Context: an optimization exercise on an open-source flow, tuned for small area. The choices shown serve that exercise and are no tape-out recipe.
At most, simulation tests tie the RTL to the original design; equivalence was not proved.
Power figures rest on the tool's default switching activity, not on a simulated workload.

==> fjord <==
==> flow/design.v <==
module sbs #(
    parameter CHUNK_MAX = 62,      
    parameter N_MAX     = 4095     
) (
    input  wire        clk,
    input  wire        rst,
    input  wire        cmd_valid,
    output wire        cmd_ready,
    input  wire [7:0]  cmd_op,
    input  wire [31:0] cmd_arg,
    input  wire        wd_valid,
    output wire        wd_ready,
    input  wire [7:0]  wd_data,
    output wire        rd_valid,
    output wire [7:0]  rd_data,
    output wire        tx_valid,
    input  wire        tx_ready,
    output wire [7:0]  tx_data,
    output wire        tx_last,
    input  wire        rx_valid,
    output wire        rx_ready,
    input  wire [7:0]  rx_data,
    output wire        busy,
    output wire [7:0]  status,
    output wire [7:0]  cause,
    output wire [31:0] pins
);
    localparam [3:0] OP_SET_PINS   = 4'h1,
                     OP_LINK_INIT  = 4'h2,
                     OP_LINK_CLOSE = 4'h3,
                     OP_ENCODE     = 4'h4,
                     OP_DECODE     = 4'h5,
                     OP_TRANSFER   = 4'h6,
                     OP_WRITE_READ = 4'h7,
                     OP_CS_ASSERT  = 4'h8,
                     OP_CS_RELEASE = 4'h9,
                     OP_INSTR      = 4'hA;
    localparam [1:0] C_CLOCK = 2'd0, C_ECHO = 2'd1, C_PARAMETER = 2'd2, C_RESOURCE = 2'd3;
    localparam [2:0] S_IDLE = 3'd0,
                     S_ENC  = 3'd1,
                     S_DEC  = 3'd2,
                     S_SEND = 3'd3,
                     S_DUP  = 3'd4,
                     S_DROP = 3'd5,
                     S_READ = 3'd6;
    localparam [1:0] K_XFER = 2'd0, K_WR = 2'd1, K_INSN = 2'd2, K_CS = 2'd3;
    localparam [1:0] R_BODY = 2'd0, R_H1 = 2'd1, R_H0 = 2'd2, R_T1 = 2'd3;
    reg [2:0] pcs, pclk, pdin, pdout;    
    reg       pins_valid, link_open, cs_known, cs_level, faulted, err;
    reg [1:0] code;                      
    reg [2:0]  state;
    reg [1:0]  kind;
    reg        oflag;       
    reg        pend;        
    reg [1:0]  rh;          
    reg [15:0] rem;         
    reg [5:0]  ccnt;        
    reg [15:0] ihi;         
    reg [6:0]  ilo;         
    wire [31:0] insn = {ihi, rem[15:7], ilo};
    wire [7:0]  sh   = ihi[7:0];
    function [7:0] dec8(input [2:0] i);
        dec8 = 8'h01 << i;
    endfunction
    wire [7:0] m_cs   = dec8(pcs);
    wire [7:0] m_clk  = dec8(pclk);
    wire [7:0] m_din  = dec8(pdin);
    wire [7:0] m_dout = dec8(pdout);
    assign busy      = (state != S_IDLE);
    assign cmd_ready = (state == S_IDLE) && !faulted;
    assign status    = {2'b00, err, faulted, cs_known & cs_level, cs_known, link_open, pins_valid};
    assign cause     = {5'b00000, faulted & (code[1] | code[0]), faulted & ~(code[1] ^ code[0]),
                        faulted & ~code[0]};
    assign pins      = {m_cs, m_clk, m_din, m_dout};
    wire        sending = (state == S_SEND) || (state == S_DUP);
    wire [6:0]  roff    = (rh == R_H0) ? 7'h7E : (rh == R_H1) ? 7'h7F :
                          (rh == R_T1) ? 7'h01 : 7'h00;
    wire [6:0]  s       = (sending ? {1'b0, ccnt} : 7'h00) + roff;
    wire        head    = s[6];
    wire        big     = rem[6] || ((kind != K_INSN) && (|rem[15:7]));
    wire [6:0]  y       = s - {1'b0, rem[5:0]};
    wire        pay     = !head && (big || y[6]);
    wire        tail0   = !head && !big && (y == 7'h00);
    wire        lastb   = !head && !big && (y == 7'h01);
    wire        one     = !big && (y == 7'h7F);         
    wire [5:0]  v       = y[5:0];                       
    wire        chunk_end = (ccnt == CHUNK_MAX - 1) || lastb;
    wire [7:0]  samp    = (state == S_READ) ? rx_data : wd_data;
    wire        s_clk   = |(samp & m_clk);
    wire        s_din   = |(samp & m_din);
    wire [4:0]  iidx    = {v[5:4] - {1'b0, !sending}, v[3:1]};
    wire        ibit    = insn[~iidx];
    wire        wbit    = samp[~v[3:1]];
    wire        xpay    = pay && (kind == K_XFER);
    wire        dpay    = pay && (kind != K_XFER);
    wire        dsel    = dpay && ((kind == K_INSN) ? ibit : (wbit && !(oflag && state == S_ENC)));
    wire [7:0]  vec     = (dsel ? m_dout : 8'h00) | ((dpay && v[0]) ? m_clk : 8'h00) |
                          ((sending && cs_level) ? m_cs : 8'h00) | (xpay ? samp : 8'h00);
    wire        needwd  = pay && (kind == K_XFER || kind == K_WR);
    wire        takewd  = needwd && (kind == K_XFER || v[3:0] == 4'hF) &&
                          ((state == S_DUP) || !chunk_end);
    assign tx_valid = sending && (!needwd || wd_valid);
    assign tx_data  = vec;
    assign tx_last  = (state == S_DUP);
    assign wd_ready = ((state == S_ENC) && v[3:0] == 4'hF) || (state == S_DEC) ||
                      (sending && takewd && tx_ready);
    assign rx_ready = (state == S_DROP) || (state == S_READ);
    wire        rd_samp = (state == S_READ) && rx_valid;
    wire        dec_on  = (state == S_DEC) ||
                          ((state == S_READ) && pay && (kind == K_INSN || (kind == K_WR && oflag)));
    wire        devt    = dec_on && ((state == S_DEC) ? wd_valid : rx_valid);
    wire        viol    = v[0] ? !s_clk : s_clk;
    wire        echo_bad = (kind == K_INSN) && v[0] && (v[5:4] == 2'd1 || v[5:4] == 2'd2) &&
                           (s_din != ibit);
    wire        dbyte   = v[3:0] == 4'hF;
    assign rd_valid = ((state == S_ENC) && wd_valid) ||
                      (devt && dbyte && (state == S_DEC || kind == K_WR || v[5:4] == 2'd3)) ||
                      (rd_samp && xpay && oflag);
    assign rd_data  = (dec_on && !xpay) ? {sh[6:0], s_din} : vec;
    wire [3:0]  c_op    = cmd_op[7:4];
    wire [3:0]  c_flags = cmd_op[3:0];
    wire [15:0] c_n     = cmd_arg[15:0];
    wire        n_zero  = (c_n == 16'd0);
    wire        n_big   = (c_n[15:12] != 4'd0);
    function one_hot8(input [7:0] m);
        one_hot8 = (m != 8'h00) && ((m & (m - 8'h01)) == 8'h00);
    endfunction
    function [2:0] enc8(input [7:0] m);
        enc8 = {m[4] | m[5] | m[6] | m[7], m[2] | m[3] | m[6] | m[7], m[1] | m[3] | m[5] | m[7]};
    endfunction
    wire [2:0] a_cs   = enc8(cmd_arg[31:24]);
    wire [2:0] a_clk  = enc8(cmd_arg[23:16]);
    wire [2:0] a_din  = enc8(cmd_arg[15:8]);
    wire [2:0] a_dout = enc8(cmd_arg[7:0]);
    wire pins_ok = one_hot8(cmd_arg[31:24]) && one_hot8(cmd_arg[23:16]) &&
                   one_hot8(cmd_arg[15:8]) && one_hot8(cmd_arg[7:0]) &&
                   (a_cs != a_clk) && (a_cs != a_dout) && (a_clk != a_dout) &&
                   (a_din != a_cs) && (a_din != a_clk);
    wire accept = cmd_valid && cmd_ready;
    task automatic fault(input [1:0] why);
        begin
            code      <= why;
            faulted   <= 1'b1;
            cs_known  <= 1'b0;
            link_open <= 1'b0;
        end
    endtask
    task automatic start_frame(input [1:0] k, input [1:0] h, input [15:0] len);
        begin
            kind  <= k;
            rh    <= h;
            rem   <= len;
            ccnt  <= 6'd0;
            pend  <= 1'b0;
            state <= S_SEND;
        end
    endtask
    always @(posedge clk) begin
        if (state == S_IDLE) begin
            ihi   <= cmd_arg[31:16];
            ilo   <= cmd_arg[6:0];
            oflag <= c_flags[0];
        end
        if (rst) begin
            state      <= S_IDLE;
            pins_valid <= 1'b0;
            link_open  <= 1'b0;
            cs_known   <= 1'b0;
            faulted    <= 1'b0;
            err        <= 1'b0;
        end else begin
            case (state)
            S_IDLE: if (accept) begin
                case (c_op)
                OP_SET_PINS, OP_LINK_INIT, OP_LINK_CLOSE, OP_DECODE,
                OP_CS_ASSERT, OP_CS_RELEASE, OP_INSTR:
                    if (c_flags == 4'h0) err <= 1'b0;
                OP_ENCODE:
                    if (c_flags[3:1] == 3'b000) err <= 1'b0;
                OP_TRANSFER, OP_WRITE_READ:
                    if (c_flags[3:2] == 2'b00) err <= 1'b0;
                default: ;
                endcase
                case (c_op)
                OP_SET_PINS:
                    if (c_flags != 4'h0 || !pins_ok) fault(C_PARAMETER);
                    else begin
                        pcs        <= a_cs;
                        pclk       <= a_clk;
                        pdin       <= a_din;
                        pdout      <= a_dout;
                        pins_valid <= 1'b1;
                        cs_known   <= 1'b0;
                    end
                OP_LINK_INIT:
                    if (c_flags != 4'h0 || !pins_valid) fault(C_PARAMETER);
                    else begin
                        link_open <= 1'b1;
                        cs_known  <= 1'b0;
                    end
                OP_LINK_CLOSE:
                    if (c_flags != 4'h0) fault(C_PARAMETER);
                    else begin
                        link_open <= 1'b0;
                        cs_known  <= 1'b0;
                    end
                OP_ENCODE, OP_DECODE:
                    if (c_flags[3:1] != 3'b000 || (c_op == OP_DECODE && c_flags[0]))
                                                            fault(C_PARAMETER);
                    else if (!pins_valid)                   fault(C_PARAMETER);
                    else if (n_big)                         fault(C_RESOURCE);
                    else if (!n_zero) begin
                        kind  <= K_WR;
                        rh    <= R_BODY;
                        rem   <= {c_n[11:0], 4'h0};
                        pend  <= 1'b0;
                        state <= (c_op == OP_ENCODE) ? S_ENC : S_DEC;
                    end
                OP_TRANSFER:
                    if (c_flags[3:2] != 2'b00)              fault(C_PARAMETER);
                    else if (n_zero)                        ;   
                    else if (!pins_valid)                   fault(C_PARAMETER);
                    else if (!link_open)                    fault(C_PARAMETER);
                    else if (!c_flags[1] && !cs_known)      fault(C_PARAMETER);
                    else if (c_n > 16 * N_MAX)              fault(C_RESOURCE);
                    else begin
                        cs_known <= 1'b1;
                        if (c_flags[1]) cs_level <= 1'b0;
                        start_frame(K_XFER, R_H0, c_n);
                    end
                OP_WRITE_READ:
                    if (c_flags[3:2] != 2'b00)              fault(C_PARAMETER);
                    else if (n_zero)                        ;   
                    else if (!pins_valid)                   fault(C_PARAMETER);
                    else if (n_big)                         fault(C_RESOURCE);
                    else if (!link_open)                    fault(C_PARAMETER);
                    else if (!c_flags[1] && !cs_known)      fault(C_PARAMETER);
                    else begin
                        cs_known <= 1'b1;
                        if (c_flags[1]) cs_level <= 1'b0;
                        start_frame(K_WR, R_H0, {c_n[11:0], 4'h0});
                    end
                OP_CS_ASSERT, OP_CS_RELEASE:
                    if (c_flags != 4'h0 || !pins_valid || !link_open) fault(C_PARAMETER);
                    else begin
                        cs_known <= 1'b1;
                        cs_level <= c_op[0];
                        start_frame(K_CS, R_T1, 16'd0);
                    end
                OP_INSTR:
                    if (c_flags != 4'h0 || !pins_valid || !link_open) fault(C_PARAMETER);
                    else begin
                        cs_known <= 1'b1;
                        cs_level <= 1'b0;
                        start_frame(K_INSN, R_H0, {cmd_arg[15:7], 7'd64});
                    end
                default:
                    fault(C_PARAMETER);
                endcase
            end
            S_ENC: if (wd_valid) begin
                rem <= rem - 16'd1;
                if (one) state <= S_IDLE;
            end
            S_DEC: if (wd_valid) begin
                rem <= rem - 16'd1;
                if (viol) pend <= 1'b1;
                if (v[0]) ihi[7:0] <= {sh[6:0], s_din};
                if (one) begin
                    err   <= pend || viol;
                    state <= S_IDLE;
                end
            end
            S_SEND: if (tx_valid && tx_ready) begin
                if (chunk_end) state <= S_DUP;
                else           ccnt  <= ccnt + 6'd1;
            end
            S_DUP: if (tx_valid && tx_ready) begin
                ccnt  <= 6'd0;
                state <= S_DROP;
            end
            S_DROP: if (rx_valid) state <= S_READ;
            S_READ: if (rx_valid) begin
                if (head)  rh  <= rh - 2'd1;
                if (pay)   rem <= rem - 16'd1;
                if (tail0) rh  <= R_T1;
                if (devt) begin
                    if (v[0] && (kind != K_INSN || v[5:4] == 2'd3)) ihi[7:0] <= {sh[6:0], s_din};
                    if (viol) begin
                        pend <= 1'b1;
                        code <= C_CLOCK;
                    end else if (echo_bad && !pend) begin
                        pend <= 1'b1;
                        code <= C_ECHO;
                    end
                end
                if (chunk_end) begin
                    ccnt <= 6'd0;
                    if (lastb) begin
                        state <= S_IDLE;
                        if (pend) fault(code);
                    end else
                        state <= S_SEND;
                end else
                    ccnt <= ccnt + 6'd1;
            end
            default: state <= S_IDLE;
            endcase
        end
    end
endmodule
==> flow/flow/run.sh <==
#!/bin/bash
# Standard layout, with the port buffers made from the smallest buffer cell.
set -euo pipefail
export BUFFER_PORTS_ARGS="-buffer_cell sky130_fd_sc_hd__buf_1"
bash standard.sh > standard.log 2>&1
==> flow/standard.sh <==
#!/bin/bash
# synth_recipe.tcl (not shown) runs the flow's synth.tcl, then flattens the netlist and writes it again
# the make line also repeats each setting of config.mk as NAME=value (left out here)
make -C /OpenROAD-flow-scripts/flow DESIGN_CONFIG=/design/flow/config.mk WORK_HOME=/design/flow/orfs CLKGATE_MAP_FILE= SYNTH_SCRIPT=/design/flow/synth_recipe.tcl "${@:-finish}"
==> flow/config.mk <==
export PLATFORM = sky130hd
export DESIGN_NAME = sbs
export DESIGN_NICKNAME = sbs
export VERILOG_FILES = /design/flow/design.v
export SDC_FILE = /design/flow/constraint.sdc
export NUM_CORES = 4
export LEC_CHECK = 0
export CAP_MARGIN = 20
export CORE_MARGIN = 2
export CORE_UTILIZATION = 65
export CTS_BUF_LIST = sky130_fd_sc_hd__clkbuf_8
export SLEW_MARGIN = 20
==> flow/constraint.sdc <==
create_clock -name core_clock -period 10.0 [get_ports {clk}]
set_input_delay 2.0000 -clock core_clock [delete_from_list [all_inputs] [get_ports {clk}]]
set_output_delay 2.0000 -clock core_clock [all_outputs]
set_load 0.01 [all_outputs]
==> inputs of violet, as changes to fjord <==
--- a/flow/design.v
+++ b/flow/design.v
@@ -73,18 +73,18 @@
                         faulted & ~code[0]};
     assign pins      = {m_cs, m_clk, m_din, m_dout};
     wire        sending = (state == S_SEND) || (state == S_DUP);
-    wire [6:0]  roff    = (rh == R_H0) ? 7'h7E : (rh == R_H1) ? 7'h7F :
-                          (rh == R_T1) ? 7'h01 : 7'h00;
-    wire [6:0]  s       = (sending ? {1'b0, ccnt} : 7'h00) + roff;
-    wire        head    = s[6];
+    wire        head    = sending ? (ccnt[5:1] == 5'b11111) : (rh[1] ^ rh[0]);
+    wire        lastt   = (rh == R_T1);
     wire        big     = rem[6] || ((kind != K_INSN) && (|rem[15:7]));
-    wire [6:0]  y       = s - {1'b0, rem[5:0]};
-    wire        pay     = !head && (big || y[6]);
-    wire        tail0   = !head && !big && (y == 7'h00);
-    wire        lastb   = !head && !big && (y == 7'h01);
+    wire [6:0]  y       = {1'b0, sending ? ccnt : 6'd0} - {1'b0, rem[5:0]};
+    wire        body    = !head && !lastt;
+    wire        pay     = body && (big || y[6]);
+    wire        tail0   = body && !big && (y == 7'h00);
+    wire        lastb   = lastt || (body && !big && (y == 7'h01));
     wire        one     = !big && (y == 7'h7F);         
     wire [5:0]  v       = y[5:0];                       
-    wire        chunk_end = (ccnt == CHUNK_MAX - 1) || lastb;
+    wire        chunk_end = lastb ||
+                            (ccnt == ((sending && rh == R_H0) ? CHUNK_MAX - 3 : CHUNK_MAX - 1));
     wire [7:0]  samp    = (state == S_READ) ? rx_data : wd_data;
     wire        s_clk   = |(samp & m_clk);
     wire        s_din   = |(samp & m_din);
@@ -150,7 +150,7 @@
             kind  <= k;
             rh    <= h;
             rem   <= len;
-            ccnt  <= 6'd0;
+            ccnt  <= (k == K_CS) ? 6'd0 : 6'd62;
             pend  <= 1'b0;
             state <= S_SEND;
         end
==> flow/flow/run.sh (replaced) <==
#!/bin/bash
# Standard layout, with the port buffers made from the smallest buffer cell
# and a clock tree without dummy balancing loads.
set -euo pipefail
export BUFFER_PORTS_ARGS="-buffer_cell sky130_fd_sc_hd__buf_1"
export CTS_ARGS="-sink_clustering_enable -repair_clock_nets -dont_use_dummy_load -buf_list sky130_fd_sc_hd__clkbuf_8"
bash standard.sh > standard.log 2>&1
--- a/flow/config.mk
+++ b/flow/config.mk
@@ -8,5 +8,4 @@
 export CAP_MARGIN = 20
 export CORE_MARGIN = 2
 export CORE_UTILIZATION = 65
-export CTS_BUF_LIST = sky130_fd_sc_hd__clkbuf_8
 export SLEW_MARGIN = 20
==> comparison table <==
| metric | violet | fjord |
|---|---|---|
| Design Area, Final | 7430 um2 | 7920 um2 |
| Switching Fraction | 0.358 | 0.342 |
| Highest achievable clock rate | 0.122 GHz | 0.116 GHz |
| Vertical die dimension | 107 um | 109 um |
| Relative area of clock buffers and inverters in the final design | 0.0167 | 0.0335 |
| Power of the combinational group | 0.292 mW | 0.319 mW |
| First-pass GRT wire length | 33.2 mm | 35.7 mm |
| All-layer global routing usage | 0.373 | 0.393 |
| Cell area after placement | 7310 um2 | 7630 um2 |
| Fraction of area in registers | 0.278 | 0.260 |
| Status | no timing/DRC/antenna violations | no timing/DRC/antenna violations |
| Number of standard cells in the layout, taps in and fillers out | 1041 | 1109 |
| Antenna violations before repair | 1 | 0 |
| Largest net degree at the start of global routing | 34 | 33 |
| Multi-input combinational cell area | 4370 um2 | 4640 um2 |
Only the layout flow was run in fjord; the RTL was not checked for function there.

## what the ideal ports hide
Ports are ideal in the flow. The routed layouts listed here were re-timed in OpenROAD.
Step 1 sets driving cells, clkbuf_16 on the clock port and buf_2 on the other inputs (assumed; they add their load-dependent delay and slew).
Step 2 times the ports against the registers' clock, not the clock port: input delays grow and output delays shrink by t, the midpoint of the rising clock arrivals with the driver on.
a / b / c = ideal / step 1 / step 2; a / b = the first two.
run	t, ns	setup slack, ns	worst hold slack (ns)	latest minus earliest clock arrival (ns)	cell pins on the clock port's net
fjord	0.403	1.372 / 1.335 / 1.738	0.522 / 0.522 / 0.522	0.012 / 0.012	1
violet	0.387	1.771 / 1.735 / 2.121	0.548 / 0.548 / 0.548	0.030 / 0.029	1
After both steps setup and hold are still met in every run listed.
